This design comes from an exercise in tuning for small area, a short achievable clock period and few clock cycles on the open sky130 flow, not from production work.
In this exercise RTL edits were held to simulation tests only and were not proved equivalent to the original.

Setup of v40:
==> flow/design.v (excerpt) <==
module bbt_keygen (
    input  wire         clk,
    input  wire         rst,
    input  wire         cmd_valid,
    output wire         cmd_ready,
    input  wire [2:0]   cmd_op,
    input  wire [31:0]  cmd_arg,
    output reg          done,
    output reg          err,
    output wire [31:0]  result,
    output wire [127:0] fkey,
    output wire [7:0]   name_addr,
    input  wire [7:0]   name_data,
    output wire [9:0]   mt_raddr,
    input  wire [31:0]  mt_rdata,
    output wire         mt_we,
    output wire [9:0]   mt_waddr,
    output wire [31:0]  mt_wdata
);
Size in the first run: ~2700 cells after synthesis, about 330 flip-flops.
export LEC_CHECK = 0
export ABC_CLOCK_PERIOD_IN_PS = 3500
export CAP_MARGIN = 20
export CORE_MARGIN = 2
export CORE_UTILIZATION = 55
export SLEW_MARGIN = 20
export TNS_END_PERCENT = 5
export SETUP_SLACK_MARGIN = 5
export BUFFER_PORTS_ARGS = -buffer_cell sky130_fd_sc_hd__buf_2
create_clock -name core_clock -period 10.0 [get_ports {clk}]
standard.sh (not shown) runs the stock make flow with config.mk's settings and CLKGATE_MAP_FILE= SYNTH_SCRIPT=/design/flow/synth_recipe.tcl, a recipe that flattens the netlist after the stock synthesis.
==> flow/flow/run.sh <==
#!/bin/bash
set -euo pipefail
{
  echo "export SETUP_SLACK_MARGIN = 5"
  echo "export BUFFER_PORTS_ARGS = -buffer_cell sky130_fd_sc_hd__buf_2"
} >> config.mk
bash standard.sh > standard.log 2>&1
Testbench counts of v40, summed over its fixed seeds: cycles 30,159.
diff inputs: v40 => v48
# v40
export LEC_CHECK = 0
export ABC_CLOCK_PERIOD_IN_PS = 3500
export CAP_MARGIN = 20
export CORE_MARGIN = 2
export CORE_UTILIZATION = 55
export SLEW_MARGIN = 20
export TNS_END_PERCENT = 5
export SETUP_SLACK_MARGIN = 5
export BUFFER_PORTS_ARGS = -buffer_cell sky130_fd_sc_hd__buf_2
create_clock -name core_clock -period 10.0 [get_ports {clk}]
# v48
export LEC_CHECK = 0
export ABC_CLOCK_PERIOD_IN_PS = 3500
export CAP_MARGIN = 20
export CORE_MARGIN = 2
export CORE_UTILIZATION = 55
export SLEW_MARGIN = 20
export SETUP_SLACK_MARGIN = 6
export BUFFER_PORTS_ARGS = -buffer_cell sky130_fd_sc_hd__buf_2
create_clock -name core_clock -period 10.0 [get_ports {clk}]
==> flow/flow/run.sh <==
#!/bin/bash
set -euo pipefail
{
  echo "export SETUP_SLACK_MARGIN = 6"
  echo "export BUFFER_PORTS_ARGS = -buffer_cell sky130_fd_sc_hd__buf_2"
} >> config.mk
bash standard.sh > standard.log 2>&1
Findings:
v48 reached the end of the flow, and the finished layout is clean on the timing, DRC and antenna checks.
Reported for v40 and v48, non-clock inverter instance count of the final layout turned out identical to the last digit.
v48 vs v40 — worst setup skew after layout rose 0.027 ns.
Number of buffer cells added on primary ports came out exactly the same in v40 and v48.
Fraction of area in registers for v48 is lower than for v40.
Taking v40 as the reference point, the cell count of v48 rises by 2.8%.
v48 does worse than v40 on wire length reported by the detailed router.
Cmp v48 vs v40: fraction of the cycle the final worst path needs higher in v48
[inputs] v27 vs v48
# v48
export LEC_CHECK = 0
export ABC_CLOCK_PERIOD_IN_PS = 3500
export CAP_MARGIN = 20
export CORE_MARGIN = 2
export CORE_UTILIZATION = 55
export SLEW_MARGIN = 20
export SETUP_SLACK_MARGIN = 6
export BUFFER_PORTS_ARGS = -buffer_cell sky130_fd_sc_hd__buf_2
create_clock -name core_clock -period 10.0 [get_ports {clk}]
# v27
export LEC_CHECK = 0
export ABC_CLOCK_PERIOD_IN_PS = 3500
export CAP_MARGIN = 20
export CORE_MARGIN = 2
export CORE_UTILIZATION = 60
export CTS_BUF_LIST = sky130_fd_sc_hd__clkbuf_4 sky130_fd_sc_hd__clkbuf_8
export SLEW_MARGIN = 20
export TNS_END_PERCENT = 5
export SETUP_SLACK_MARGIN = 5.5
export BUFFER_PORTS_ARGS = -buffer_cell sky130_fd_sc_hd__buf_1
create_clock -name core_clock -period 10.0 [get_ports {clk}]
==> flow/flow/run.sh <==
#!/bin/bash
set -euo pipefail
{
  echo "export SETUP_SLACK_MARGIN = 5.5"
  echo "export BUFFER_PORTS_ARGS = -buffer_cell sky130_fd_sc_hd__buf_1"
} >> config.mk
bash standard.sh > standard.log 2>&1
## What came out
v27 vs v48 — wire length dropped 7.2%. Against v48 as the reference, v27 delivers a lower first-pass GRT wire length. Changes observed in v27 relative to v48: count of clock-buffer cells in the layout went up by 28, total placed instance area -2.1%, worst setup slack fell by 0.034 ns, smallest hold slack now larger, register fraction of the total cell area saw an increase.
The following lists how v19 was set up differently from v27:
# v27
export LEC_CHECK = 0
export ABC_CLOCK_PERIOD_IN_PS = 3500
export CAP_MARGIN = 20
export CORE_MARGIN = 2
export CORE_UTILIZATION = 60
export CTS_BUF_LIST = sky130_fd_sc_hd__clkbuf_4 sky130_fd_sc_hd__clkbuf_8
export SLEW_MARGIN = 20
export TNS_END_PERCENT = 5
export SETUP_SLACK_MARGIN = 5.5
export BUFFER_PORTS_ARGS = -buffer_cell sky130_fd_sc_hd__buf_1
create_clock -name core_clock -period 10.0 [get_ports {clk}]
# v19
export LEC_CHECK = 0
export ABC_CLOCK_PERIOD_IN_PS = 3500
export CAP_MARGIN = 20
export CORE_MARGIN = 2
export CORE_UTILIZATION = 55
export SLEW_MARGIN = 20
export SETUP_SLACK_MARGIN = 4.5
export BUFFER_PORTS_ARGS = -buffer_cell sky130_fd_sc_hd__buf_2
create_clock -name core_clock -period 10.0 [get_ports {clk}]
==> flow/flow/run.sh <==
#!/bin/bash
set -euo pipefail
{
  echo "export SETUP_SLACK_MARGIN = 4.5"
  echo "export BUFFER_PORTS_ARGS = -buffer_cell sky130_fd_sc_hd__buf_2"
} >> config.mk
bash standard.sh > standard.log 2>&1
Notes after the runs:
- Of v19 and v27, it is v19 that has the higher final period demand of the worst path.
- The full die area in v19 was higher than what v27 gave.
- Of v19 and v27, v19 shows the lower maximum frequency, with v27 above it.
- v19 vs. v27: maximum net fanout on the critical path saw an increase; relative area of non-clock buffer cells in the final design increased by 1.8 points relative to the old numbers; count of clock buffers in the final design now sits lower.
- The end of the critical path comes out R[29]$_DFFE_PP_ in one run and sd[28]$_DFFE_PP_ in the other, namely in v19 and v27 respectively.
- Relative to v27, the setup slack of v19 is lower by 0.029 ns.
- v19 — multi-input gate share of the layout cell area 1.4 points lower, v27 as reference
- Of v19 and v27, v27 shows the lower number of gates given a new drive strength after cts, with v19 above it.
Here is what was changed in the inputs of v24 compared with v19.
# v19
export LEC_CHECK = 0
export ABC_CLOCK_PERIOD_IN_PS = 3500
export CAP_MARGIN = 20
export CORE_MARGIN = 2
export CORE_UTILIZATION = 55
export SLEW_MARGIN = 20
export SETUP_SLACK_MARGIN = 4.5
export BUFFER_PORTS_ARGS = -buffer_cell sky130_fd_sc_hd__buf_2
create_clock -name core_clock -period 10.0 [get_ports {clk}]
# v24
export LEC_CHECK = 0
export ABC_CLOCK_PERIOD_IN_PS = 3500
export CAP_MARGIN = 20
export CORE_MARGIN = 2
export CORE_UTILIZATION = 55
export CTS_BUF_LIST = sky130_fd_sc_hd__clkbuf_4 sky130_fd_sc_hd__clkbuf_8
export SLEW_MARGIN = 20
export TNS_END_PERCENT = 5
export SETUP_SLACK_MARGIN = 5
export BUFFER_PORTS_ARGS = -buffer_cell sky130_fd_sc_hd__buf_1
create_clock -name core_clock -period 10.0 [get_ports {clk}]
==> flow/flow/run.sh <==
#!/bin/bash
set -euo pipefail
{
  echo "export SETUP_SLACK_MARGIN = 5"
  echo "export BUFFER_PORTS_ARGS = -buffer_cell sky130_fd_sc_hd__buf_1"
} >> config.mk
bash standard.sh > standard.log 2>&1
### Flow results
- Relative to v19, setup slack after layout has gone up in v24.
- As far as wire length of the first global-routing pass is concerned, v24 and v19 perform about the same.
- Comparing the two runs side by side, v24 comes out ahead of v19 on pre-CTS setup slack.
- Compared with v19, v24 shows a fmax that is 0.81% higher.
- v24 against v19: amount of wire on met2 after detailed routing increased by about 0.6% relative to the old numbers; time the worst path needs with I/O delays and setup decreased by 0.045 ns relative to the old numbers; hold slack increased by 0.016 ns relative to the old numbers.
- [v24] final non-filler cell area fell 3.0% relative to v19
- Looking at startpoint of the worst setup timing path, the Q[18]$_DFFE_PP_ result is from v19; the dot_seen$_SDFFCE_PN0P_ one comes from v24.

==> re-timing with driven ports <==
Ports are ideal in the flow. The routed layouts listed here were re-timed in OpenROAD.
Step 1: set_driving_cell puts a clkbuf_16 on clk and a buf_2 on each other input, an assumption about the parent block.
Step 2 also shifts input and output timing later by t, the mid clock arrival at the registers, as if the neighbouring blocks saw the same clock.
Slacks: no drivers / after step 1 / after step 2; pairs: no drivers / after step 1.
run | t, ns | setup slack, ns | worst hold slack (ns) | worst register clock-pin slew, ns
v40 | 0.633 | 4.533 / 4.533 / 4.533 | 0.342 / 0.342 / 0.342 | 0.07 / 0.07
v48 | 0.647 | 4.503 / 4.503 / 4.503 | 0.338 / 0.338 / 0.338 | 0.07 / 0.07
v27 | 0.756 | 4.468 / 4.468 / 4.468 | 0.349 / 0.349 / 0.349 | 0.08 / 0.08
v19 | 0.649 | 4.439 / 4.439 / 4.439 | 0.330 / 0.330 / 0.330 | 0.07 / 0.07
v24 | 0.757 | 4.484 / 4.484 / 4.484 | 0.347 / 0.347 / 0.347 | 0.07 / 0.07
After both steps every run listed still meets setup and hold.
